Source: an optimization exercise on an open RTL-to-GDS flow (aim: small area, a short achievable clock period and few clock cycles per item). Production flows keep margins and buffers that such runs may drop.
Where RTL was checked, it was by simulation tests only, not by an equivalence proof against the original.
No functional check of the RTL was part of run 4.
Power is estimated from default activity; no workload was simulated.

[design.v]
module crsf_parser (
    input  wire       clk,
    input  wire       rst,         
    input  wire       in_valid,
    output wire       in_ready,
    input  wire [7:0] in_data,
    input  wire       in_last,     
    output wire       out_valid,
    input  wire       out_ready,
    output wire [7:0] out_data,
    output wire       out_last,    
    output wire       st_valid,
    output wire [7:0] st_aux,      
    output wire [5:0] st_level     
);
    localparam QD = 4;             
    function automatic [7:0] crc8_step(input [7:0] c, input [7:0] b);
        integer i;
        reg [7:0] v;
        begin
            v = c ^ b;
            for (i = 0; i < 8; i = i + 1)
                v = v[7] ? ((v << 1) ^ 8'hD5) : (v << 1);
            crc8_step = v;
        end
    endfunction
    function automatic is_sync(input [7:0] b);
        is_sync = (b == 8'hC8) || (b == 8'hEA) || (b == 8'hEC) || (b == 8'hEE);
    endfunction
    function automatic [7:0] sync_byte(input [1:0] code);
        sync_byte = {2'b11, code != 2'd0, 2'b01, code, 1'b0};
    endfunction
    reg  [7:0] mem [0:63];
    reg        rdy;
    reg  [5:0] wptr;         
    reg  [5:0] cptr;         
    reg  [5:0] rptr;         
    reg  [5:0] lvl;          
    reg  [1:0] scode;        
    reg  [5:0] flen;         
    reg  [7:0] crc;          
    reg        ext;          
    reg        cmp;          
    reg        c_open;
    reg        c_seen;
    reg        c_drop;
    reg  [2:0] qn;
    reg  [1:0] q_aux [0:QD-1];     
    reg  [5:0] o_nf;         
    reg  [5:0] st_nf;        
    reg  [5:0] q_lvl [0:QD-1];
    reg  [5:0] q_mrk [0:QD-1];
    reg        st_q;
    integer    qi;
    localparam K_SYNC = 2'd0, K_LEN = 2'd1, K_BODY = 2'd2;
    reg  [1:0] i_ph;         
    reg  [5:0] i_rem;        
    reg  [7:0] g [0:3];      
    reg  [1:0] gsel;
    reg        gv;           
    reg  [1:0] gk;           
    reg        gl;           
    reg        ov, sv;
    reg  [7:0] od, sd;
    reg        ol, sl;
    wire       in_take = in_valid && rdy;
    wire       x_sync  = is_sync(in_data);
    wire       x_lenok = (in_data >= 8'd2) && (in_data <= 8'd62);
    wire       x_ok    = (in_data == crc) && !(ext && flen < 6'd4);
    wire       lvl0    = (lvl == 6'd0);
    wire       lvl1    = (lvl == 6'd1);
    reg  [5:0] wptr_n, cptr_n;
    reg  [5:0] lvl_n;
    reg        drop_n;       
    reg        good_n;       
    always @(*) begin
        wptr_n = wptr;
        cptr_n = cptr;
        lvl_n  = lvl;
        drop_n = 1'b0;
        good_n = 1'b0;
        if (lvl0) begin
            if (x_sync)
                lvl_n  = 6'd1;
            else
                drop_n = 1'b1;
        end else if (lvl1) begin
            if (x_lenok) begin
                wptr_n = wptr + 6'd1;
                lvl_n  = 6'd2;
            end else begin
                drop_n = 1'b1;
                if (!x_sync)
                    lvl_n = 6'd0;
            end
        end else begin
            wptr_n = wptr + 6'd1;
            lvl_n  = lvl + 6'd1;
            if (cmp) begin
                lvl_n = 6'd0;
                if (x_ok) begin
                    good_n = 1'b1;
                    cptr_n = wptr + 6'd1;
                end else begin
                    drop_n = 1'b1;
                    wptr_n = cptr;
                end
            end
        end
    end
    wire       seen_n  = c_open ? (c_seen | x_sync) : (!lvl0 | x_sync);
    wire       cdrop_n = (c_open && c_drop) | drop_n;
    wire       push    = in_take && in_last;
    reg        push_d;       
    wire       q_has  = (qn > {2'd0, st_q});
    wire [5:0] q_hmrk = st_q ? q_mrk[1] : q_mrk[0];
    wire       q_at   = q_has && (rptr == q_hmrk) && (i_ph == 2'd0);
    wire       q_has2 = (qn > {2'd0, st_q} + 3'd1);
    wire [5:0] q_hmrk2 = st_q ? q_mrk[2] : q_mrk[1];
    wire       q_at2  = q_has2 && (rptr == q_hmrk2);
    wire       take   = ov && out_ready;
    wire       st_set = q_at && !gv && !sv && (!ov || out_ready);
    wire       q_blk  = q_at && !(st_set && !q_at2);
    wire       avail  = (i_ph != 2'd0) || ((rptr != cptr) && !q_blk);
    wire       issue  = avail && ({1'b0, ov} + {1'b0, sv} + {1'b0, gv} - {1'b0, take} <= 2'd1);
    wire [7:0] rd     = g[gsel];
    wire [7:0] land   = (gk == K_SYNC) ? sync_byte(rd[7:6]) :
                        (gk == K_LEN)  ? {2'b00, rd[5:0]} : rd;
    wire [5:0] occ    = wptr - rptr;
    wire [2:0] q_cnt  = qn + {2'd0, push_d} - {2'd0, st_q};
    integer    gj, gk2;
    reg  [7:0] gt;
    wire [15:0] rsel = 16'd1 << rptr[3:0];
    assign in_ready  = rdy;
    assign out_valid = ov;
    assign out_data  = od;
    assign out_last  = ol;
    assign st_valid  = st_q;
    assign st_aux    = {q_aux[0], st_nf};
    assign st_level  = q_lvl[0];
    always @(posedge clk) begin
        if (rdy)
            mem[wptr] <= lvl1 ? {scode, in_data[5:0]} : in_data;
        for (gj = 0; gj < 4; gj = gj + 1) begin
            gt = 8'd0;
            for (gk2 = 0; gk2 < 16; gk2 = gk2 + 1)
                gt = gt | (mem[gj*16 + gk2] & {8{rsel[gk2]}});
            g[gj] <= gt;
        end
        gsel <= rptr[5:4];
        gk   <= i_ph;
        gl   <= (i_ph == K_BODY) && (i_rem == 6'd1);
        if (issue && i_ph == K_LEN)
            i_rem <= rd[5:0];
        else if (issue && i_ph == K_BODY)
            i_rem <= i_rem - 6'd1;
        if (take && sv) begin
            od <= sd;
            ol <= sl;
        end else if (!ov || take) begin
            od <= land;
            ol <= gl;
        end
        if (gv && ov && !(take && !sv)) begin
            sd <= land;
            sl <= gl;
        end
        if (in_take) begin
            if (lvl1) begin
                flen <= in_data[5:0];
                crc  <= 8'h00;
            end else
                crc  <= crc8_step(crc, in_data);
            if (lvl == 6'd2)
                ext <= (in_data >= 8'h28);
            if (lvl0 || x_sync)
                scode <= in_data[2:1];
        end
        for (qi = 0; qi < QD; qi = qi + 1) begin
            if (st_q && qi < QD - 1) begin
                q_aux[qi] <= q_aux[qi+1];
                q_lvl[qi] <= q_lvl[qi+1];
                q_mrk[qi] <= q_mrk[qi+1];
            end
            if (push_d && qi == qn - {2'd0, st_q}) begin
                q_aux[qi] <= {~c_seen, c_drop};
                q_lvl[qi] <= lvl;
                q_mrk[qi] <= cptr;
            end
        end
        if (rst) begin
            rdy    <= 1'b0;
            wptr   <= 6'd0;
            cptr   <= 6'd0;
            rptr   <= 6'd0;
            lvl    <= 6'd0;
            cmp    <= 1'b0;
            c_open <= 1'b0;
            push_d <= 1'b0;
            o_nf   <= 6'd0;
            qn     <= 3'd0;
            st_q   <= 1'b0;
            ov     <= 1'b0;
            sv     <= 1'b0;
            gv     <= 1'b0;
            i_ph   <= 2'd0;
        end else begin
            push_d <= push;
            rdy <= (in_take ? (occ <= 6'd61) : (occ <= 6'd62)) &&
                   (push ? (q_cnt < QD - 1) : (q_cnt < QD));
            if (in_take) begin
                wptr <= wptr_n;
                cptr <= cptr_n;
                lvl  <= lvl_n;
                cmp  <= !lvl1 && (lvl == flen);
                c_open <= !in_last;
                c_seen <= seen_n;
                c_drop <= cdrop_n;
            end
            qn   <= qn + {2'd0, push_d} - {2'd0, st_q};
            st_q <= st_set;
            gv <= issue;
            if (st_set) begin
                st_nf <= o_nf;
                o_nf  <= {5'd0, issue && i_ph == K_SYNC};
            end else if (issue && i_ph == K_SYNC && o_nf != 6'd63)
                o_nf <= o_nf + 6'd1;
            if (issue) begin
                if (i_ph != K_SYNC)
                    rptr <= rptr + 6'd1;
                i_ph <= (i_ph == K_SYNC) ? K_LEN :
                        (i_ph == K_LEN)  ? K_BODY :
                        (i_rem == 6'd1)  ? K_SYNC : K_BODY;
            end
            if (take && sv)
                sv <= gv;
            else if (!ov || take)
                ov <= gv;
            else if (gv)
                sv <= 1'b1;
        end
    end
endmodule
[run.sh]
#!/bin/bash
# synth_recipe.tcl (not shown) runs the flow's synth.tcl, then flattens the netlist and writes it again
# the make line also repeats each setting of config.mk as NAME=value (left out here)
make -C /OpenROAD-flow-scripts/flow DESIGN_CONFIG=/design/flow/config.mk WORK_HOME=/design/flow/orfs CLKGATE_MAP_FILE= SYNTH_SCRIPT=/design/flow/synth_recipe.tcl finish
[config.mk]
export PLATFORM = sky130hd
export DESIGN_NAME = crsf_parser
export DESIGN_NICKNAME = crsf_parser
export VERILOG_FILES = /design/flow/design.v
export SDC_FILE = /design/flow/constraint.sdc
export NUM_CORES = 4
export LEC_CHECK = 0
export ABC_CLOCK_PERIOD_IN_PS = 2400
export CAP_MARGIN = 20
export CORE_MARGIN = 2
export CORE_UTILIZATION = 40
export CTS_BUF_LIST = sky130_fd_sc_hd__clkbuf_8 sky130_fd_sc_hd__clkbuf_16
export CTS_CLUSTER_DIAMETER = 300
export CTS_CLUSTER_SIZE = 28
export SETUP_SLACK_MARGIN = 2.6
export SLEW_MARGIN = 20
export TNS_END_PERCENT = 100
[constraint.sdc]
create_clock -name core_clock -period 5.0 [get_ports {clk}]
set_input_delay 1.0000 -clock core_clock [delete_from_list [all_inputs] [get_ports {clk}]]
set_output_delay 1.0000 -clock core_clock [all_outputs]
set_load 0.01 [all_outputs]
==> impl_metrics.yaml, run 1 <==
status:
  status: "timing/DRC/antenna clean"
synth:
  synth_top_family_by_area: "compound AO/OA/AOI/OAI gates"
  synth_simple_gate_area_share_pct: 6.61
  ys_warn_count: 5
  post_synth_xor_area_fraction_pct: 2.15
  synth-main-ff-cell: "edfxtp_1"
  synth_compound_area_share_pct: 8.82
  synth.area.top_cells: "edfxtp_1 (67%), dfxtp_1 (6.8%), mux2_2 (4.1%), a22oi_1 (2.6%), a221oi_1 (2.2%)"
  synth_edf_count: 605
  syn_area_um2: 27300
  yosysTopAreaCellShare_pct: 66.7
  ys_seq_area_share_pct: 73.4
  synth_area_per_cell_um2: 15.7
  async_flop_share_pct: 0
  yosys.area_share.adder_pct: 1.52
  ys_ff_latch: 697
  ys_types: 64
  ys_top_cells_by_count: "edfxtp_1 (605), nor2_1 (138), mux2_2 (100)"
  synth_most_common_cell: "edfxtp_1"
  synthCells: 1740
  synthesis.nets: 1785
  muxShareOfSynthArea_pct: 5.56
  yosysTopAreaCell: "edfxtp_1"
timing:
  maxSlewHeadroom_pct: 38.1
  fin_crit_sh_pct: 49.1
  maxSlewViolCount: 0
  skew_ns: 0.0280
  setup_viol: 0
  finalHoldViolations: 0
  fin_crit_ns: 2.45
  fmax_ghz: 0.408
  setup_tns_ns: 0
  tightest_slew_ns: 0.925
  rsz0062_at_grt: "true"
worst_setup_path:
  ff2ff_path_depth: 3
  cp-start-kind: "register"
  slowest_stage: "nor2_1"
  crit_type: "reg2reg"
  critPathMaxStageDelay_ns: 0.80
  crit_family: "simple AND/OR/NAND/NOR gates"
  endpoint_kind: "register"
  critPathArrivalTime_ns: 2.70
  crit_buf_inv: 0
  path_cells: "nor2b_1, nand2_1, nor2_1"
  critical_path.max_fanout: 24
  cp.required_ns: 5.25
  worstSetupPathDepth: 3
cts:
  clk_latency_ns: 0.63
  cts_buffers: 28
  h-tree-depth: 1
  clock-sinks: 697
  clock-root-buffer: "clkbuf_16"
  path_clk_slew_ns: 0.12
  cts_tree: "yes"
  cts_buffer_depth: 3
  cts_hold_buffers: 0
drt:
  detail-route-antenna-nets: 0
  num_vias: 15500
  drt-total-wl_um: 69300
  drc: 0
  post_drt_wl_per_cell_um: 25.8
  first_iter_violations: 1747
  post_drt_via_cell_ratio: 5.79
  firstDrtPassIters: 5
die:
  rows: 95
  start_util_pct: 40.5
  core_area_um2: 67300
  io_pins: 39
  chipWidth_um: 265
  die_area_um2: 70200
  die_h_um: 265
cells_and_area:
  area_delta_synth_final_pct: 13.3
  fillers: 5796
  final_nets: 1830
  final_cells: 2681
  final_core_util_pct: 45.9
  drive_gt1_share_pct: 22.5
global_routing:
  track_usage_pct: 19.2
  top_usage_layer: "met2"
  first_global_vias: 15200
  grt.met2_usage_pct: 30.8
  antenna_found_initial: 3
  grt_pass1_wl_um: 101000
  overflow: 0
  grt_max_degree: 68
  use_met1_pct: 27.5
  use_met3_pct: 3.87
pwr:
  ir_drop_uv: 291
  power_mw: 12.3
  powerDensity_nw_per_um2: 398
  leakage_nw: 9.83
placed_design:
  dp_hpwl_um: 43000
  io_buffers: 38
  gp_congestion: 0.809
  dp.cells: 2589
hold_path:
  worst_hold_path.num_cells: 0
  hp-class: "reg2reg"
flow_run:
  maxCapViolCount: 0
## per-layer routing
layer	part of all wire, %	vias to the layer above
met5	0.039	-
li1	-	6858
met3	7.0	97
met1	44	8038
met2	47	530
met4	2.1	4
## logic make-up (layout without fill, tap and decap cells)
group / after synthesis / count (layout)
AND/OR/NAND/NOR: 371 / 372
other: 0 / 1
buffers and inverters: 130 / 196
multiplexers: 129 / 129
XOR/XNOR: 66 / 66
flip-flops: 697 / 697
adder cells (fa/ha/maj): 32 / 32
AO/OA/AOI/OAI: 315 / 315
## stage by stage
| step | setup WS (ns) | hold slack (ns) | instance area [um^2] |
|---|---|---|---|
| 3_5_place_dp | 1.62 | 0.422 | 28800 |
| 3_3_place_gp | 1.71 | 0.419 | 28800 |
| 4_1_cts | 2.43 | 0.450 | 30200 |
| 2_1_floorplan | 2.31 | 0.329 | 27500 |
| 6_report | 2.55 | 0.446 | 30900 |
| 5_1_grt | 2.40 | 0.462 | 30900 |
## worst paths after layout
| check | start | endpoint | slack (ns) |
|---|---|---|---|
| setup / recovery | wptr[2] | mem[56][2] | 2.55 |
| hold / removal | gl | sl | 0.45 |
| setup reg to reg | wptr[2] | mem[56][2] | 2.55 |
| hold reg to reg | gl | sl | 0.45 |
## cell usage in the layout, fill, tap and decap left out, drive strengths merged, types with 9 or more instances in the layout
cell / instances
a21oi: 37
a221oi: 70
a22o: 57
a22oi: 93
and3: 14
buf: 78
clkbuf: 34
dfxtp: 92
dlygate4sd2: 28
edfxtp: 605
ha: 30
inv: 49
mux2: 100
mux2i: 21
nand2: 78
nand3: 21
nand4: 38
nor2: 138
nor2b: 14
nor3: 22
nor4: 9
o21ai: 27
or3: 9
xnor2: 40
xor2: 26
## sequential cells by signal, indices dropped and copies added, names as in the netlist, 6 cells and up
signal	cells
mem	512
g	32
q_lvl	24
q_mrk	24
crc	8
od	8
q_aux	8
sd	8
cptr	6
flen	6
i_rem	6
lvl	6
o_nf	6
rptr	6
st_nf	6
wptr	6
## where the power goes
| group | switching (mW) | internal [mW] | total, mW | leakage, nW |
|---|---|---|---|---|
| clock network | 1.72 | 1.06 | 2.79 | 0.478 |
| logic | 1.47 | 1.06 | 2.52 | 3.10 |
| registers | 0.234 | 6.75 | 6.98 | 6.25 |
## repair_timing
action                     CTS  global route
setup endpoints to repair  707           505
pin swaps                   16            16
buffers inserted            14            22
gates resized for setup    174            96
gates cloned                 2             1
## final cells by class
| class | count | area (um^2) | area share [%] |
|---|---|---|---|
| inverters | 30 | 124 | 0.401 |
| diodes | 1 | 2.50 | 0.00811 |
| multi-input cells | 914 | 7730 | 25.0 |
| clock inverters | 23 | 87.6 | 0.284 |
| well taps | 873 | 1090 | 3.54 |
| repair buffers | 114 | 1060 | 3.44 |
| clock buffers | 29 | 726 | 2.35 |
| flip-flops and latches | 697 | 20100 | 64.9 |
Testbench counts, summed over its fixed seeds: cycles 52,883, bytes 52,098.
==> run 2: changes to the inputs <==
--- a/config.mk
+++ b/config.mk
@@ -8,10 +8,9 @@
 export ABC_CLOCK_PERIOD_IN_PS = 2400
 export CAP_MARGIN = 20
 export CORE_MARGIN = 2
-export CORE_UTILIZATION = 40
+export CORE_UTILIZATION = 65
 export CTS_BUF_LIST = sky130_fd_sc_hd__clkbuf_8 sky130_fd_sc_hd__clkbuf_16
 export CTS_CLUSTER_DIAMETER = 300
 export CTS_CLUSTER_SIZE = 28
 export SETUP_SLACK_MARGIN = 2.6
 export SLEW_MARGIN = 20
-export TNS_END_PERCENT = 100
==> run 2 against run 1 <==
Against the previous run: sequential share of layout area grew 0.85 points; non-clock buffer count grew 1; power shrank 0.58%; via count shrank 0.32%; clock skew shrank 0.0042 ns; flip-flop and latch count is the same; hold slack gained 0.0087 ns; synthesized area is the same; first-iteration DRC count shrank 13%; synthesized cell count is the same.
==> impl_metrics.yaml, run 2 <==
status:
  status: "timing/DRC/antenna clean"
die:
  die_area_um2: 43600
  core_area_um2: 41700
  rows: 75
  chipWidth_um: 209
  start_util_pct: 65.4
  die_h_um: 209
  io_pins: 39
synth:
  synth_area_per_cell_um2: 15.7
  ys_warn_count: 5
  synth_edf_count: 605
  synth.area.top_cells: "edfxtp_1 (67%), dfxtp_1 (6.8%), mux2_2 (4.1%), a22oi_1 (2.6%), a221oi_1 (2.2%)"
  synthesis.nets: 1785
  yosysTopAreaCell: "edfxtp_1"
  yosysTopAreaCellShare_pct: 66.7
  ys_ff_latch: 697
  syn_area_um2: 27300
  ys_top_cells_by_count: "edfxtp_1 (605), nor2_1 (138), mux2_2 (100)"
  ys_seq_area_share_pct: 73.4
  synth_most_common_cell: "edfxtp_1"
  synthCells: 1740
  synth-main-ff-cell: "edfxtp_1"
  async_flop_share_pct: 0
  ys_types: 64
global_routing:
  grt_max_degree: 65
  grt_pass1_wl_um: 95000
  antenna_found_initial: 0
  overflow: 0
  track_usage_pct: 29.6
  first_global_vias: 15200
timing:
  finalHoldViolations: 0
  fin_crit_sh_pct: 50.8
  setup_tns_ns: 0
  fmax_ghz: 0.394
  tightest_slew_ns: 0.960
  maxSlewHeadroom_pct: 35.6
  skew_ns: 0.0238
  maxSlewViolCount: 0
  rsz0062_at_grt: "true"
  setup_ws_ns: 2.46
  setup_viol: 0
  fin_crit_ns: 2.54
  holdWs_ns: 0.455
cts:
  h-tree-depth: 1
  clock-sinks: 697
  path_clk_slew_ns: 0.11
  cts_buffer_depth: 3
  cts_buffers: 28
  clk_latency_ns: 0.61
  cts_tree: "yes"
  cts_hold_buffers: 0
  clock-root-buffer: "clkbuf_16"
drt:
  first_iter_violations: 1527
  drc: 0
  post_drt_wl_per_cell_um: 27.6
  drt-total-wl_um: 64900
  post_drt_via_cell_ratio: 6.59
  firstDrtPassIters: 5
  num_vias: 15500
  detail-route-antenna-nets: 0
cells_and_area:
  fillers: 2645
  reg.largest.list: "mem (512), g (32)"
  drive_gt1_share_pct: 22.3
  diodes: 0
  final_nets: 1831
  layout.cells.most_common: "edfxtp_1"
  area_delta_synth_final_pct: 11.8
  largest_reg_flops: 512
  largest-register: "mem"
  layout_common_cells: "edfxtp_1 (605), a22oi_1 (93), nor2_1 (87)"
pwr:
  leakage_nw: 9.91
  ir_drop_uv: 341
  powerDensity_nw_per_um2: 401
  power_mw: 12.2
worst_setup_path:
  critical_path.max_fanout: 13
  cp-start-kind: "register"
  crit_type: "reg2reg"
  crit_family: "simple AND/OR/NAND/NOR gates"
  critPathMaxStageDelay_ns: 0.87
  crit_buf_inv: 0
  endpoint_kind: "register"
  path_cells: "nand4bb_1, nor3_2"
  cp.required_ns: 5.23
  slowest_stage: "nor3_2"
  critPathArrivalTime_ns: 2.77
hold_path:
  hp-class: "reg2reg"
placed_design:
  io_buffers: 38
  place_ws_ns: 1.49
  dp_hpwl_um: 38700
  gp_congestion: 0.812
flow_run:
  maxCapViolCount: 0
-- run 2: layout make-up --
type | instances | area, um^2 | area share, %
multi-input cells | 914 | 7760 | 25.5
clock buffers | 29 | 726 | 2.38
inverters | 30 | 124 | 0.407
repair buffers | 115 | 1040 | 3.42
well taps | 539 | 674 | 2.21
clock inverters | 23 | 87.6 | 0.287
flip-flops and latches | 697 | 20000 | 65.8
-- run 2: worst register-to-register path: cells and delay by family, from the launching register on --
family           cells  cell delay, ns
flip-flops           1            0.80
AND/OR/NAND/NOR      2            1.37
-- run 2: cell families (layout without fill, tap and decap cells) --
logic type	count (synthesis)	after routing	synth area share, %
fa+ha+maj	32	32	1.52
xor+xnor	66	66	2.15
simple gates	371	372	6.61
buf+inv	130	197	1.91
mux	129	129	5.56
flops	697	697	73.4
compound gates	315	315	8.82
-- run 2: routing by layer --
layer,vias to the layer above,GRT usage (%),routed length [um]
li1,6845,-,-
met1,7855,40.6,25500
met2,680,50.2,32400
met3,97,4.03,5310
met4,0,8.92,1690
met5,-,0,0
-- run 2: metrics by stage --
stage          cell area, um^2  cells  utilization (%)
2_1_floorplan            27500   1740                -
3_3_place_gp             28300   2249             68.0
3_5_place_dp             28300   2249             68.0
4_1_cts                  29900   2332             71.8
5_1_grt                  30500   2347             73.1
6_report                 30500   2347             73.1
-- run 2: worst paths after layout --
kind         slack [ns]    start    endpoint  cells after the start
min                0.45       gl          sl                      0
max reg2reg        2.46  wptr[5]  mem[34][5]                      2
min reg2reg        0.45       gl          sl                      0
max                2.46  wptr[5]  mem[34][5]                      2
-- run 2: repair_timing --
| action | in CTS | in global routing |
|---|---|---|
| setup buffers | 28 | 15 |
| resized for setup | 169 | 108 |
| cloned | 3 | 0 |
| setup endpoints to repair | 657 | 412 |
| pin swaps | 11 | 29 |
-- run 2: power by group --
part           switching, mW  internal, mW
clock network           1.65          1.06
registers              0.248          6.75
logic                   1.44          1.07
total                   3.34          8.88
==> run 3: changes to the inputs <==
==> config.mk (replaced) <==
export PLATFORM = sky130hd
export DESIGN_NAME = crsf_parser
export DESIGN_NICKNAME = crsf_parser
export VERILOG_FILES = /design/flow/design.v
export SDC_FILE = /design/flow/constraint.sdc
export NUM_CORES = 4
export LEC_CHECK = 0
export ABC_CLOCK_PERIOD_IN_PS = 2200
export CAP_MARGIN = 20
export CORE_MARGIN = 2
export CORE_UTILIZATION = 40
export CTS_BUF_LIST = sky130_fd_sc_hd__clkbuf_8 sky130_fd_sc_hd__clkbuf_16
export CTS_CLUSTER_DIAMETER = 300
export CTS_CLUSTER_SIZE = 28
export SETUP_SLACK_MARGIN = 2.8
export SLEW_MARGIN = 20
export TNS_END_PERCENT = 100
==> run 3 against run 2 <==
Against the previous run: global-route usage shrank 9.9 points; clock skew shrank 0.0047 ns; first-iteration DRC count grew 21%; largest power group unchanged; highest routed layer is now met5.
==> impl_metrics.yaml, run 3 <==
status:
  status: "timing/DRC/antenna clean"
worst_setup_path:
  critical_path.max_fanout: 24
  reg2reg_setup_slack_ns: 2.70
  worst_r2r_startpoint: "wptr[2]"
  critPathLaunch: "wptr[2]"
  critPathArrivalTime_ns: 2.58
  path_cells: "buf_4, nor2b_1, nand2_1, nor2_2"
  cp-start-kind: "register"
  cp.required_ns: 5.28
  crit_type: "reg2reg"
  critPathMaxStageDelay_ns: 0.58
  slowest_stage: "nor2_2"
  endpoint_kind: "register"
synth:
  synthesis.nets: 1785
  ys_ff_latch: 697
  ys_types: 64
  yosysTopAreaCellShare_pct: 66.7
  ys_warn_count: 5
  synth_edf_count: 605
  ys_top_cells_by_count: "edfxtp_1 (605), nor2_1 (138), mux2_2 (100)"
  syn_area_um2: 27300
  synth.area.top_cells: "edfxtp_1 (67%), dfxtp_1 (6.8%), mux2_2 (4.1%), a22oi_1 (2.6%), a221oi_1 (2.2%)"
  async_flop_share_pct: 0
  synth_area_per_cell_um2: 15.7
  synth_most_common_cell: "edfxtp_1"
  synth-main-ff-cell: "edfxtp_1"
  ys_seq_area_share_pct: 73.4
  yosysTopAreaCell: "edfxtp_1"
  synthCells: 1740
timing:
  maxSlewHeadroom_pct: 38.8
  fin_crit_sh_pct: 46.0
  rsz0062_at_grt: "true"
  maxSlewViolCount: 0
  setup_viol: 0
  skew_ns: 0.0191
  fin_crit_ns: 2.30
  tightest_slew_ns: 0.917
  holdWs_ns: 0.450
  fmax_ghz: 0.435
  finalHoldViolations: 0
  setup_tns_ns: 0
die:
  chipWidth_um: 265
  io_pins: 39
  core_area_um2: 67300
  die_h_um: 265
  start_util_pct: 40.5
  rows: 95
  die_area_um2: 70200
cts:
  cts_buffers: 28
  clk_latency_ns: 0.64
  cts_hold_buffers: 0
  cts_buffer_depth: 3
  clock-root-buffer: "clkbuf_16"
  cts_tree: "yes"
  path_clk_slew_ns: 0.11
  clock-sinks: 697
  h-tree-depth: 1
pwr:
  leakage_nw: 10.4
  power_mw: 12.7
  ir_drop_uv: 277
  powerDensity_nw_per_um2: 395
global_routing:
  grt_pass1_wl_um: 103000
  first_global_vias: 15700
  overflow: 0
  track_usage_pct: 19.7
  grt_max_degree: 66
  antenna_found_initial: 4
hold_path:
  hp-class: "reg2reg"
  min_from: "gl"
cells_and_area:
  reg.largest.list: "mem (512), g (32)"
  fillers: 5661
  area_delta_synth_final_pct: 17.6
  drive_gt1_share_pct: 29.8
  largest-register: "mem"
  layout.cells.most_common: "edfxtp_1"
  layout_common_cells: "edfxtp_1 (605), buf_4 (118), a22oi_1 (90)"
  diodes: 0
  largest_reg_flops: 512
  fin_area_um2: 32100
  final_nets: 1915
placed_design:
  io_buffers: 38
  gp_congestion: 0.813
  dp_hpwl_um: 43100
  post_dp_cell_area_um2: 28900
drt:
  firstDrtPassIters: 5
  first_iter_violations: 1844
  num_vias: 15900
  drt-total-wl_um: 71300
  drc: 0
  detail-route-antenna-nets: 0
  post_drt_via_cell_ratio: 5.75
  post_drt_wl_per_cell_um: 25.8
flow_run:
  maxCapViolCount: 0
## run 3: cell type report
type                            instances  area (um^2)  area share (%)
Clock buffer                           28          701            2.19
Clock inverter                         24          104           0.324
Inverter                               30          136           0.425
Multi-Input combinational cell        917         8160            25.4
Sequential cell                       697        20100            62.6
Tap cell                              873         1090            3.41
Timing Repair Buffer                  196         1810            5.63
## run 3: report_power, final
group | internal (mW) | switching [mW] | total (mW) | leakage (nW)
Combinational | 1.29 | 1.60 | 2.89 | 3.69
Clock | 1.04 | 1.74 | 2.78 | 0.473
Sequential | 6.75 | 0.235 | 6.98 | 6.25
Total | 9.07 | 3.58 | 12.7 | 10.4
## run 3: final timing paths
kind | to | cells past startpoint
worst max register to register | mem[56][7] | 4
worst max-delay path | mem[56][7] | 4
worst min-delay path | sl | 0
worst min register to register | sl | 0
## run 3: what timing repair did
item | in CTS | in global routing
endpoints found under the hold margin | 0 | 0
pin swaps | 39 | 41
setup buffers | 54 | 61
gates resized for setup | 348 | 102
gates cloned | 5 | 4
setup endpoints to repair | 786 | 428
## run 3: worst max-delay path: cells and delay by family, from the launching register on
kind,cells,cell delay [ns]
AND/OR/NAND/NOR,3,1.35
flip-flops,1,0.33
buffers and inverters,1,0.24
## run 3: kinds of logic after synthesis
kind of cell	Yosys count	synth area share [%]
AND/OR/NAND/NOR	371	6.61
XOR/XNOR	66	2.15
multiplexers	129	5.56
adder cells (fa/ha/maj)	32	1.52
flip-flops	697	73.4
buffers and inverters	130	1.91
AO/OA/AOI/OAI	315	8.82
## run 3: metal layers
metal	global-route usage [%]	part of all wire, %	up-vias
met5	0	0.056	-
met4	3.92	2.2	6
met3	3.92	8.5	100
met2	32.3	47	647
met1	27.5	42	8117
li1	-	-	7036
## run 3: metrics by stage
step	setup slack [ns]	util (%)	std cells
final	2.70	47.6	2765
after global routing	2.57	47.6	2765
after CTS	2.57	46.0	2700
after detailed placement	1.57	43.0	2589
after global placement	1.64	43.0	2589
after floorplan	2.32	-	1740
==> run 4: changes to the inputs <==
--- a/design.v
+++ b/design.v
@@ -115,14 +115,12 @@
     wire       q_has  = (qn > {2'd0, st_q});
     wire [5:0] q_hmrk = st_q ? q_mrk[1] : q_mrk[0];
     wire       q_at   = q_has && (rptr == q_hmrk) && (i_ph == 2'd0);
-    wire       q_has2 = (qn > {2'd0, st_q} + 3'd1);
-    wire [5:0] q_hmrk2 = st_q ? q_mrk[2] : q_mrk[1];
-    wire       q_at2  = q_has2 && (rptr == q_hmrk2);
     wire       take   = ov && out_ready;
     wire       st_set = q_at && !gv && !sv && (!ov || out_ready);
-    wire       q_blk  = q_at && !(st_set && !q_at2);
+    wire       q_blk  = q_at;
     wire       avail  = (i_ph != 2'd0) || ((rptr != cptr) && !q_blk);
-    wire       issue  = avail && ({1'b0, ov} + {1'b0, sv} + {1'b0, gv} - {1'b0, take} <= 2'd1);
+    wire       room   = !ov || (!sv && !gv) || (out_ready && !(sv && gv));
+    wire       issue  = avail && room;
     wire [7:0] rd     = g[gsel];
     wire [7:0] land   = (gk == K_SYNC) ? sync_byte(rd[7:6]) :
                         (gk == K_LEN)  ? {2'b00, rd[5:0]} : rd;
@@ -130,7 +128,7 @@
     wire [2:0] q_cnt  = qn + {2'd0, push_d} - {2'd0, st_q};
     integer    gj, gk2;
     reg  [7:0] gt;
-    wire [15:0] rsel = 16'd1 << rptr[3:0];
+    reg  [15:0] rsel;        
     assign in_ready  = rdy;
     assign out_valid = ov;
     assign out_data  = od;
@@ -193,6 +191,7 @@
             wptr   <= 6'd0;
             cptr   <= 6'd0;
             rptr   <= 6'd0;
+            rsel   <= 16'd1;
             lvl    <= 6'd0;
             cmp    <= 1'b0;
             c_open <= 1'b0;
@@ -220,14 +219,17 @@
             qn   <= qn + {2'd0, push_d} - {2'd0, st_q};
             st_q <= st_set;
             gv <= issue;
-            if (st_set) begin
-                st_nf <= o_nf;
-                o_nf  <= {5'd0, issue && i_ph == K_SYNC};
-            end else if (issue && i_ph == K_SYNC && o_nf != 6'd63)
+            if (st_set)
+                st_nf <= st_q ? 6'd0 : o_nf;
+            if (st_q)
+                o_nf <= {5'd0, issue && i_ph == K_SYNC};
+            else if (issue && i_ph == K_SYNC && o_nf != 6'd63)
                 o_nf <= o_nf + 6'd1;
             if (issue) begin
-                if (i_ph != K_SYNC)
+                if (i_ph != K_SYNC) begin
                     rptr <= rptr + 6'd1;
+                    rsel <= {rsel[14:0], rsel[15]};
+                end
                 i_ph <= (i_ph == K_SYNC) ? K_LEN :
                         (i_ph == K_LEN)  ? K_BODY :
                         (i_rem == 6'd1)  ? K_SYNC : K_BODY;
==> run 4 against run 3 <==
Against the previous run: final cell count decreased by 4.2%; sequential power barely moved; count of clock-buffer cells in the layout up 1; clock skew grew 0.0019 ns; sequential share of layout area is 3.2 points higher; flip-flop and latch count increased by 16; clock power rose by 2%; still clean on timing, DRC and antenna; utilization shrank 1.5 points.
==> impl_metrics.yaml, run 4 <==
synth:
  ys_types: 73
  syn_area_um2: 27200
  yosysTopAreaCell: "edfxtp_1"
  synth_edf_count: 611
  ys_top_cells_by_count: "edfxtp_1 (611), nor2_1 (134), a221oi_1 (128), a22o_1 (128), dfxtp_1 (102)"
  synth.area.top_cells: "edfxtp_1 (67%), dfxtp_1 (7.5%), a221oi_1 (4.1%), a22o_1 (4.1%), mux2_2 (1.9%)"
  synth-main-ff-cell: "edfxtp_1"
  async_flop_share_pct: 0
  ys_warn_count: 5
  synthCells: 1683
  ys_ff_latch: 713
  synthesis.nets: 1720
  synth_area_per_cell_um2: 16.2
  yosysTopAreaCellShare_pct: 67.4
  synth_most_common_cell: "edfxtp_1"
  ys_seq_area_share_pct: 74.9
placed_design:
  gp_congestion: 0.787
  post_dp_cell_area_um2: 28800
  dp_hpwl_um: 42200
  io_buffers: 38
global_routing:
  grt_max_degree: 65
  first_global_vias: 15200
  overflow: 0
  track_usage_pct: 19.8
  grt_pass1_wl_um: 104000
  antenna_found_initial: 4
hold_path:
  min_from: "gl"
  worst_hold_path.num_cells: 0
  hp-class: "reg2reg"
  worstHoldEndpoint: "sl"
drt:
  firstDrtPassIters: 5
  detail-route-antenna-nets: 0
  post_drt_wl_per_cell_um: 27.1
  num_vias: 15700
  drc: 0
  first_iter_violations: 1808
  drt-total-wl_um: 71800
  post_drt_via_cell_ratio: 5.91
die:
  die_h_um: 265
  rows: 95
  die_area_um2: 70200
  start_util_pct: 40.5
  chipWidth_um: 265
  core_area_um2: 67300
  io_pins: 39
pwr:
  ir_drop_uv: 292
  leakage_nw: 9.81
  powerDensity_nw_per_um2: 377
timing:
  fin_crit_sh_pct: 50.1
  setup_viol: 0
  rsz0062_at_grt: "true"
  maxSlewHeadroom_pct: 34.4
  fin_crit_ns: 2.51
  tightest_slew_ns: 0.983
  maxSlewViolCount: 0
  skew_ns: 0.0209
  setup_tns_ns: 0
  fmax_ghz: 0.399
  finalHoldViolations: 0
  holdWs_ns: 0.448
cts:
  cts_hold_buffers: 0
  cts_buffers: 29
  cts_buffer_depth: 3
  h-tree-depth: 1
  clock-sinks: 713
  cts_tree: "yes"
  clk_latency_ns: 0.63
  clock-root-buffer: "clkbuf_16"
  path_clk_slew_ns: 0.11
worst_setup_path:
  crit_type: "reg2reg"
  endpoint_kind: "register"
  worst_r2r_startpoint: "qn[0]"
  cp-start-kind: "register"
  cp.required_ns: 5.34
  critPathArrivalTime_ns: 2.85
  ff2ff_path_depth: 9
  r2r_end: "st_nf[4]"
  critical_path.max_fanout: 6
  reg2reg_setup_slack_ns: 2.49
cells_and_area:
  fillers: 5770
  largest-register: "mem"
  diodes: 0
  layout.cells.most_common: "edfxtp_1"
  reg.largest.list: "mem (512), g (32)"
  largest_reg_flops: 512
  final_nets: 1791
  fin_area_um2: 31100
  drive_gt1_share_pct: 21.4
  area_delta_synth_final_pct: 14.1
  layout_common_cells: "edfxtp_1 (611), a22o_1 (128), a221oi_1 (128)"
status:
  status: "timing/DRC/antenna clean"
flow_run:
  maxCapViolCount: 0
[run 4: cell count changes after synthesis, moves of 12 or more]
cell and delta:
mux2_2 -55, a221oi_1 +58, a22o_1 +71, a22oi_1 -92
nand2_1 -23, a21oi_1 -12
[run 4: timing repair]
item / CTS / global route
pin swaps: 17 / 32
setup buffers: 39 / 23
gates cloned: 2 / 6
resized for setup: 244 / 74
endpoints found under the setup margin: 811 / 502
[run 4: power breakdown]
| group | internal [mW] | leakage (nW) | switching (mW) |
|---|---|---|---|
| sequential | 6.78 | 6.34 | 0.188 |
| clock | 1.08 | 0.492 | 1.76 |
| combinational | 0.849 | 2.98 | 1.06 |
| total | 8.71 | 9.81 | 3.01 |
[run 4: per-layer routing]
metal	wire (um)	GRT usage [%]	part of all wire, %	vias to the layer above
met4	1210	3.37	1.7	0
met2	34300	32.8	48	610
met5	0	0	0	-
met3	6090	3.45	8.5	72
li1	-	-	-	6824
met1	30200	28.0	42	8150
[run 4: cell families after synthesis]
group | Yosys count | share of synthesized area, %
fa+ha+maj | 25 | 1.20
buf+inv | 125 | 1.82
mux | 81 | 3.57
flops | 713 | 74.9
simple gates | 340 | 6.14
compound gates | 339 | 10.4
xor+xnor | 60 | 2.01
[run 4: cell type report]
class                           count  area (um^2)  area share [%]
Clock buffer                       29          726            2.34
Clock inverter                     25          111           0.358
Inverter                           23          109           0.350
Multi-Input combinational cell    852         7410            23.9
Sequential cell                   713        20400            65.7
Tap cell                          873         1090            3.52
Timing Repair Buffer              135         1190            3.84
[run 4: worst max-delay path, cell delays in order, from the launching register on]
cell	delay, ns
dfxtp_2	0.35
inv_2	0.04
ha_4	0.16
ha_4	0.15
ha_4	0.15
a2111o_1	0.30
or4_4	0.44
or2_4	0.26
nor4_4	0.21
buf_6	0.16
[run 4: metrics by stage]
| stage | setup slack (ns) | utilization (%) | power, mW | cells |
|---|---|---|---|---|
| final | 2.49 | 46.2 | 11.7 | 2650 |
| after global routing | 2.43 | 46.2 | 12.1 | 2650 |
| after CTS | 2.47 | 45.2 | 11.7 | 2621 |
| after detailed placement | 1.57 | 42.9 | 8.86 | 2526 |
| after global placement | 1.63 | 42.9 | 8.82 | 2526 |
| after floorplan | 2.46 | - | 8.25 | 1683 |
[run 4: worst max path at each step]
stage,from,to,slack [ns],cells past startpoint
after global routing,qn[0],st_nf[4],2.43,9
final,qn[0],st_nf[4],2.49,9
after floorplan,in_data[5],wptr[4],2.46,6
after CTS,st_q,st_nf[2],2.47,8
after global placement,out_ready,i_rem[5],1.63,6
after detailed placement,out_ready,i_rem[5],1.57,6
==> run 5: changes to the inputs <==
--- a/design.v
+++ b/design.v
@@ -44,7 +44,7 @@
     reg        c_open;
     reg        c_seen;
     reg        c_drop;
-    reg  [2:0] qn;
+    reg  [QD-1:0] qv;        
     reg  [1:0] q_aux [0:QD-1];     
     reg  [5:0] o_nf;         
     reg  [5:0] st_nf;        
@@ -112,7 +112,7 @@
     wire       cdrop_n = (c_open && c_drop) | drop_n;
     wire       push    = in_take && in_last;
     reg        push_d;       
-    wire       q_has  = (qn > {2'd0, st_q});
+    wire       q_has  = st_q ? qv[1] : qv[0];
     wire [5:0] q_hmrk = st_q ? q_mrk[1] : q_mrk[0];
     wire       q_at   = q_has && (rptr == q_hmrk) && (i_ph == 2'd0);
     wire       take   = ov && out_ready;
@@ -125,7 +125,11 @@
     wire [7:0] land   = (gk == K_SYNC) ? sync_byte(rd[7:6]) :
                         (gk == K_LEN)  ? {2'b00, rd[5:0]} : rd;
     wire [5:0] occ    = wptr - rptr;
-    wire [2:0] q_cnt  = qn + {2'd0, push_d} - {2'd0, st_q};
+    wire       q_ok1  = !qv[QD-2] || (!qv[QD-1] && (!push_d || st_q)) ||
+                        (st_q && !push_d);
+    wire       q_ok2  = !qv[QD-3] || (!qv[QD-2] && (!push_d || st_q)) ||
+                        (!qv[QD-1] && st_q && !push_d);
+    wire [QD-1:0] q_wr = st_q ? ({1'b0, qv[QD-1:1]} ^ qv) : (qv ^ {qv[QD-2:0], 1'b1});
     integer    gj, gk2;
     reg  [7:0] gt;
     reg  [15:0] rsel;        
@@ -180,7 +184,7 @@
                 q_lvl[qi] <= q_lvl[qi+1];
                 q_mrk[qi] <= q_mrk[qi+1];
             end
-            if (push_d && qi == qn - {2'd0, st_q}) begin
+            if (push_d && q_wr[qi]) begin
                 q_aux[qi] <= {~c_seen, c_drop};
                 q_lvl[qi] <= lvl;
                 q_mrk[qi] <= cptr;
@@ -197,7 +201,7 @@
             c_open <= 1'b0;
             push_d <= 1'b0;
             o_nf   <= 6'd0;
-            qn     <= 3'd0;
+            qv     <= {QD{1'b0}};
             st_q   <= 1'b0;
             ov     <= 1'b0;
             sv     <= 1'b0;
@@ -206,7 +210,7 @@
         end else begin
             push_d <= push;
             rdy <= (in_take ? (occ <= 6'd61) : (occ <= 6'd62)) &&
-                   (push ? (q_cnt < QD - 1) : (q_cnt < QD));
+                   (push ? q_ok2 : q_ok1);
             if (in_take) begin
                 wptr <= wptr_n;
                 cptr <= cptr_n;
@@ -216,7 +220,7 @@
                 c_seen <= seen_n;
                 c_drop <= cdrop_n;
             end
-            qn   <= qn + {2'd0, push_d} - {2'd0, st_q};
+            qv   <= (st_q ? {1'b0, qv[QD-1:1]} : qv) | (push_d ? q_wr : {QD{1'b0}});
             st_q <= st_set;
             gv <= issue;
             if (st_set)
==> run 5 against run 4 <==
Against the previous run: final cell count fell by 0.60%; first-iteration DRC count rose by 4.0%; synthesized cell count rose by 0.95%; count of clock-buffer cells in the layout did not move; critical endpoint is now rdy; highest routed layer unchanged; largest cell class unchanged; flip-flop and latch count rose by 1; sequential power barely moved; clock skew rose by 0.0036 ns; die area fell by 0.25%; maximum frequency rose by 10%; wire length fell by 1.6%; synthesized area fell by 0.25%.
==> impl_metrics.yaml, run 5 <==
worst_setup_path:
  worst_r2r_startpoint: "wptr[0]"
  ff2ff_path_depth: 8
  critPathArrivalTime_ns: 2.81
  reg2reg_setup_slack_ns: 2.73
  r2r_end: "rdy"
  cp.required_ns: 5.54
  endpoint_kind: "register"
  critical_path.max_fanout: 3
  crit_type: "reg2reg"
  cp-start-kind: "register"
cells_and_area:
  layout.cells.most_common: "edfxtp_1"
  drive_gt1_share_pct: 18.6
  layout_common_cells: "edfxtp_1 (611), a22o_1 (128), a221oi_1 (128)"
  diodes: 0
  area_delta_synth_final_pct: 12.7
  final_nets: 1767
  largest-register: "mem"
  final_cells: 2634
  reg.largest.list: "mem (512), g (32)"
  fillers: 5663
  largest_reg_flops: 512
placed_design:
  dp_hpwl_um: 41300
  io_buffers: 38
  place_ws_ns: 1.43
  dp.cells: 2540
  gp_congestion: 0.780
global_routing:
  overflow: 0
  grt_max_degree: 67
  track_usage_pct: 20.0
  first_global_vias: 15000
  antenna_found_initial: 0
  grt_pass1_wl_um: 103000
timing:
  setup_tns_ns: 0
  maxSlewViolCount: 0
  finalHoldViolations: 0
  maxSlewHeadroom_pct: 27.3
  setup_ws_ns: 2.73
  setup_viol: 0
  skew_ns: 0.0245
  fin_crit_ns: 2.27
  fmax_ghz: 0.440
  holdWs_ns: 0.442
  fin_crit_sh_pct: 45.4
  rsz0062_at_grt: "true"
  tightest_slew_ns: 1.09
synth:
  synth.area.top_cells: "edfxtp_1 (68%), dfxtp_1 (7.6%), a221oi_1 (4.1%), a22o_1 (4.1%), nor2_1 (1.8%)"
  synth-main-ff-cell: "edfxtp_1"
  ys_top_cells_by_count: "edfxtp_1 (611), nor2_1 (133), a221oi_1 (128), a22o_1 (128), dfxtp_1 (103)"
  syn_area_um2: 27200
  synth_edf_count: 611
  synth_area_per_cell_um2: 16.0
  synthCells: 1699
  ys_seq_area_share_pct: 75.2
  yosysTopAreaCellShare_pct: 67.6
  ys_ff_latch: 714
  synthesis.nets: 1728
  async_flop_share_pct: 0
  ys_warn_count: 5
  synth_most_common_cell: "edfxtp_1"
  ys_types: 66
  yosysTopAreaCell: "edfxtp_1"
drt:
  wl_met3_um: 6360
  drc: 0
  drt-total-wl_um: 70700
  num_vias: 15700
  top_layer: "met4"
  detail-route-antenna-nets: 0
  post_drt_via_cell_ratio: 5.94
  first_iter_violations: 1881
  met1Wirelength_um: 29800
  post_drt_wl_per_cell_um: 26.9
  firstDrtPassIters: 6
  wl_met2_um: 33400
cts:
  clk_latency_ns: 0.65
  cts_tree: "yes"
  clock-root-buffer: "clkbuf_16"
  path_clk_slew_ns: 0.11
  cts_buffer_depth: 3
  h-tree-depth: 1
  cts_buffers: 29
  clock-sinks: 714
pwr:
  ir_drop_uv: 286
  powerDensity_nw_per_um2: 382
  power_mw: 11.7
  leakage_nw: 9.61
die:
  start_util_pct: 40.4
  chipWidth_um: 265
  die_area_um2: 70000
  rows: 95
  io_pins: 39
  core_area_um2: 67200
  die_h_um: 265
flow_run:
  maxCapViolCount: 0
hold_path:
  worst_hold_path.num_cells: 0
  worstHoldEndpoint: "sl"
  min_from: "gl"
  hp-class: "reg2reg"
status:
  status: "timing/DRC/antenna clean"
run 5: cell count changes after synthesis, sizes merged, moves of 3 or more:
cell,before,now
xnor2,38,43
nand2,55,70
nand3,22,28
or2,6,2
o21ai,22,32
nand4,42,38
a21oi,26,33
o31ai,3,8
or4,2,6
nand3b,3,0
ha,22,15
mux2,45,36
nor4,12,9
run 5: cells by family (layout without fill, tap and decap cells):
| group | count (synthesis) | in the layout | share of synthesized area, % |
|---|---|---|---|
| fa+ha+maj | 18 | 18 | 0.839 |
| compound gates | 362 | 363 | 10.7 |
| simple gates | 344 | 344 | 6.04 |
| flops | 714 | 714 | 75.2 |
| buf+inv | 126 | 187 | 1.92 |
| xor+xnor | 64 | 64 | 2.17 |
| mux | 71 | 71 | 3.15 |
run 5: worst max path at each step:
stage | slack [ns] | depth (start not counted) | end | startpoint
floorplan | 2.50 | 6 | crc[7] | in_data[4]
global placement | 1.47 | 8 | wptr[1] | in_data[6]
detailed placement | 1.43 | 7 | wptr[1] | in_data[4]
CTS | 2.45 | 2 | mem[33][5] | wptr[5]
global route | 2.68 | 3 | mem[53][0] | wptr[2]
finish | 2.73 | 8 | rdy | wptr[0]
run 5: area by class of cell:
cell class	instances	area, um^2	share of cell area [%]
Clock buffer	29	726	2.37
Clock inverter	25	123	0.401
Inverter	22	93.8	0.307
Multi-Input combinational cell	860	7130	23.3
Sequential cell	714	20400	66.8
Tap cell	873	1090	3.57
Timing Repair Buffer	111	1000	3.28
run 5: metal layers:
metal	up-vias	track usage, %
li1	6805	-
met1	8085	28.3
met2	685	32.1
met3	80	4.21
met4	0	3.69
met5	-	0
run 5: through the flow:
| step | area (um^2) | utilization [%] |
|---|---|---|
| final | 30600 | 45.6 |
| after global routing | 30600 | 45.6 |
| after CTS | 30200 | 44.9 |
| after detailed placement | 28700 | 42.8 |
| after global placement | 28700 | 42.7 |
| after floorplan | 27400 | - |
run 5: what timing repair did:
item                       CTS  global route
cloned                       0             2
pin swaps                   11            16
hold buffers                 0             0
setup buffers               24            13
setup endpoints to repair  811           320
resized for setup          234            57
run 5: where the power goes:
| part | internal [mW] | leakage, nW | switching (mW) |
|---|---|---|---|
| sequential | 6.76 | 6.36 | 0.179 |
| combinational | 0.877 | 2.75 | 0.996 |
| clock | 1.08 | 0.497 | 1.78 |
run 5: worst max-delay path, stage by stage (launching register included):
cell	delay (ns)
dfxtp_4	0.39
clkinvlp_4	0.19
buf_12	0.19
ha_1	0.21
fa_1	0.38
xor2_1	0.19
a2111oi_2	0.23
nand3_1	0.22
and3_1	0.20
Testbench counts of run 5, summed over its fixed seeds: cycles 53,163, bytes 52,098.
==> run 6: changes to the inputs <==
--- a/config.mk
+++ b/config.mk
@@ -5,13 +5,13 @@
 export SDC_FILE = /design/flow/constraint.sdc
 export NUM_CORES = 4
 export LEC_CHECK = 0
-export ABC_CLOCK_PERIOD_IN_PS = 2200
+export ABC_CLOCK_PERIOD_IN_PS = 2000
 export CAP_MARGIN = 20
 export CORE_MARGIN = 2
 export CORE_UTILIZATION = 40
 export CTS_BUF_LIST = sky130_fd_sc_hd__clkbuf_8 sky130_fd_sc_hd__clkbuf_16
 export CTS_CLUSTER_DIAMETER = 300
 export CTS_CLUSTER_SIZE = 28
-export SETUP_SLACK_MARGIN = 2.8
+export SETUP_SLACK_MARGIN = 2.95
 export SLEW_MARGIN = 20
 export TNS_END_PERCENT = 100
==> run 6 against run 5 <==
Against the previous run: count of clock-buffer cells in the layout did not move; design area rose by 5.7%; power rose by 4.4%; critical endpoint is now wptr[0]; largest power group unchanged; highest routed layer is now met5.
==> impl_metrics.yaml, run 6 <==
hold_path:
  hp-class: "reg2reg"
pwr:
  powerDensity_nw_per_um2: 377
  leakage_nw: 10.4
  power_mw: 12.2
  ir_drop_uv: 330
drt:
  first_iter_violations: 2012
  firstDrtPassIters: 5
  drt-total-wl_um: 76000
  drc: 0
  post_drt_via_cell_ratio: 6.02
  num_vias: 16400
  post_drt_wl_per_cell_um: 27.9
  detail-route-antenna-nets: 0
placed_design:
  gp_congestion: 0.803
  dp.cells: 2535
  io_buffers: 38
  dp_hpwl_um: 41100
cts:
  cts_buffers: 29
  clock-sinks: 714
  path_clk_slew_ns: 0.11
  h-tree-depth: 1
  clock-root-buffer: "clkbuf_16"
  clk_latency_ns: 0.65
  cts_tree: "yes"
  cts_buffer_depth: 3
global_routing:
  grt_pass1_wl_um: 107000
  first_global_vias: 15700
  overflow: 0
  grt_max_degree: 65
  track_usage_pct: 20.7
  antenna_found_initial: 3
synth:
  synth_area_per_cell_um2: 16.0
  ys_types: 66
  synthesis.nets: 1728
  synth-main-ff-cell: "edfxtp_1"
  synthCells: 1699
  synth.area.top_cells: "edfxtp_1 (68%), dfxtp_1 (7.6%), a221oi_1 (4.1%), a22o_1 (4.1%), nor2_1 (1.8%)"
  yosysTopAreaCell: "edfxtp_1"
  yosysTopAreaCellShare_pct: 67.6
  syn_area_um2: 27200
  async_flop_share_pct: 0
  ys_warn_count: 5
  synth_most_common_cell: "edfxtp_1"
  synth_edf_count: 611
  ys_top_cells_by_count: "edfxtp_1 (611), nor2_1 (133), a221oi_1 (128), a22o_1 (128), dfxtp_1 (103)"
  ys_seq_area_share_pct: 75.2
  ys_ff_latch: 714
die:
  chipWidth_um: 265
  core_area_um2: 67200
  start_util_pct: 40.4
  die_h_um: 265
  io_pins: 39
  rows: 95
  die_area_um2: 70000
timing:
  maxSlewHeadroom_pct: 47.2
  setup_tns_ns: 0
  fmax_ghz: 0.440
  tightest_slew_ns: 0.789
  maxSlewViolCount: 0
  fin_crit_ns: 2.27
  finalHoldViolations: 0
  skew_ns: 0.0398
  rsz0062_at_grt: "true"
  setup_viol: 0
  fin_crit_sh_pct: 45.4
  holdWs_ns: 0.457
flow_run:
  maxCapViolCount: 0
cells_and_area:
  final_nets: 1857
  layout_common_cells: "edfxtp_1 (611), a22o_1 (128), a221oi_1 (128)"
  reg.largest.list: "mem (512), g (32)"
  drive_gt1_share_pct: 25.1
  final_cells: 2725
  area_delta_synth_final_pct: 19.1
  largest_reg_flops: 512
  largest-register: "mem"
  layout.cells.most_common: "edfxtp_1"
worst_setup_path:
  cp.required_ns: 5.54
  endpoint_kind: "register"
  critPathArrivalTime_ns: 2.81
  crit_type: "reg2reg"
  cp-start-kind: "register"
  critical_path.max_fanout: 5
status:
  status: "timing/DRC/antenna clean"
## run 6: cell counts after synthesis
No cell type changed its count.
## run 6: worst paths after layout
kind	start	to	slack, ns	cells after the start
setup / recovery	flen[2]	wptr[0]	2.73	7
hold / removal	gl	sl	0.46	0
setup reg to reg	flen[2]	wptr[0]	2.73	7
hold reg to reg	gl	sl	0.46	0
## run 6: cell type report
type	instances	area (um^2)
tap	873	1090
clock buffer	29	726
timing repair buffer	193	2170
multi-input combinational	868	7700
antenna	1	2.50
inverter	22	98.8
fill	5561	34800
clock inverter	25	123
sequential	714	20400
## run 6: cells by family after synthesis
kind of cell / Yosys count / share of synthesized area (%)
XOR/XNOR: 64 / 2.17
buffers and inverters: 126 / 1.92
AO/OA/AOI/OAI: 362 / 10.7
AND/OR/NAND/NOR: 344 / 6.04
multiplexers: 71 / 3.15
flip-flops: 714 / 75.2
adder cells (fa/ha/maj): 18 / 0.839
## run 6: metrics by stage
stage / setup slack [ns] / utilization, % / cell area [um^2]
2_1_floorplan: 2.52 / - / 27500
3_3_place_gp: 1.37 / 42.7 / 28700
3_5_place_dp: 1.36 / 42.7 / 28700
4_1_cts: 2.52 / 46.8 / 31400
5_1_grt: 2.60 / 48.2 / 32400
6_report: 2.73 / 48.2 / 32400
## run 6: report_power, final
part / switching (mW) / internal (mW)
logic: 1.22 / 1.17
registers: 0.198 / 6.76
clock network: 1.77 / 1.08
total: 3.18 / 9.02
## run 6: worst max-delay path, cell delays in order, from the launching register on
cell	delay, ns
edfxtp_1	0.42
or4b_1	0.53
o211ai_1	0.32
o31ai_4	0.13
buf_12	0.16
buf_6	0.11
or3_1	0.38
a31oi_1	0.14
## run 6: metal layers
layer  vias to the layer above  global-route usage [%]  part of all wire (%)
met5                         -                       0                 0.030
met4                         4                    3.90                   2.2
met3                       118                    3.54                   8.1
met2                       718                    34.4                    48
met1                      8562                    29.0                    41
li1                       7004                       -                     -
## run 6: what timing repair did
action,4_1_cts,5_1_grt
resized for setup,326,99
gates cloned,11,7
pin swaps,65,58
hold buffers,0,0
buffers inserted,82,35
setup endpoints to repair,822,652

## static timing again, ports no longer ideal
The results above use ideal ports. As a check the final layouts listed here were re-extracted and re-timed, cells and wires unchanged. Step 1: set_driving_cell puts a clkbuf_16 on clk and a buf_2 on each other input, an assumption about the parent block. Step 2 adds t to the input delays and takes it off the output delays; t is the mean of the earliest and latest rising clock arrival at the registers after step 1. Input paths then give back, and output paths get back, about the clock's delay inside the block. a / b / c = ideal / step 1 / step 2; a / b = the first two.
run | shift t [ns] | setup WS [ns] | worst hold slack (ns) | slew at the worst register clock pin (ns) | worst slew at a driven data input, ns
run 1 | 0.678 | 2.546 / 2.546 / 1.918 | 0.446 / 0.446 / 0.446 | 0.12 / 0.12 | 0.21
run 2 | 0.657 | 2.459 / 2.459 / 1.912 | 0.455 / 0.455 / 0.455 | 0.11 / 0.11 | 0.14
run 3 | 0.694 | 2.699 / 2.650 / 2.018 | 0.450 / 0.450 / 0.450 | 0.12 / 0.12 | 0.25
run 4 | 0.676 | 2.493 / 2.493 / 2.064 | 0.448 / 0.448 / 0.448 | 0.11 / 0.11 | 0.13
run 5 | 0.693 | 2.729 / 2.729 / 2.160 | 0.442 / 0.442 / 0.442 | 0.11 / 0.11 | 0.07
run 6 | 0.688 | 2.730 / 2.730 / 2.059 | 0.457 / 0.457 / 0.457 | 0.11 / 0.11 | 0.12
After both steps every run listed still meets setup and hold. The setup slack of run 3, which loses most, moves by -0.049 ns with the drivers and by -0.681 ns with both steps.
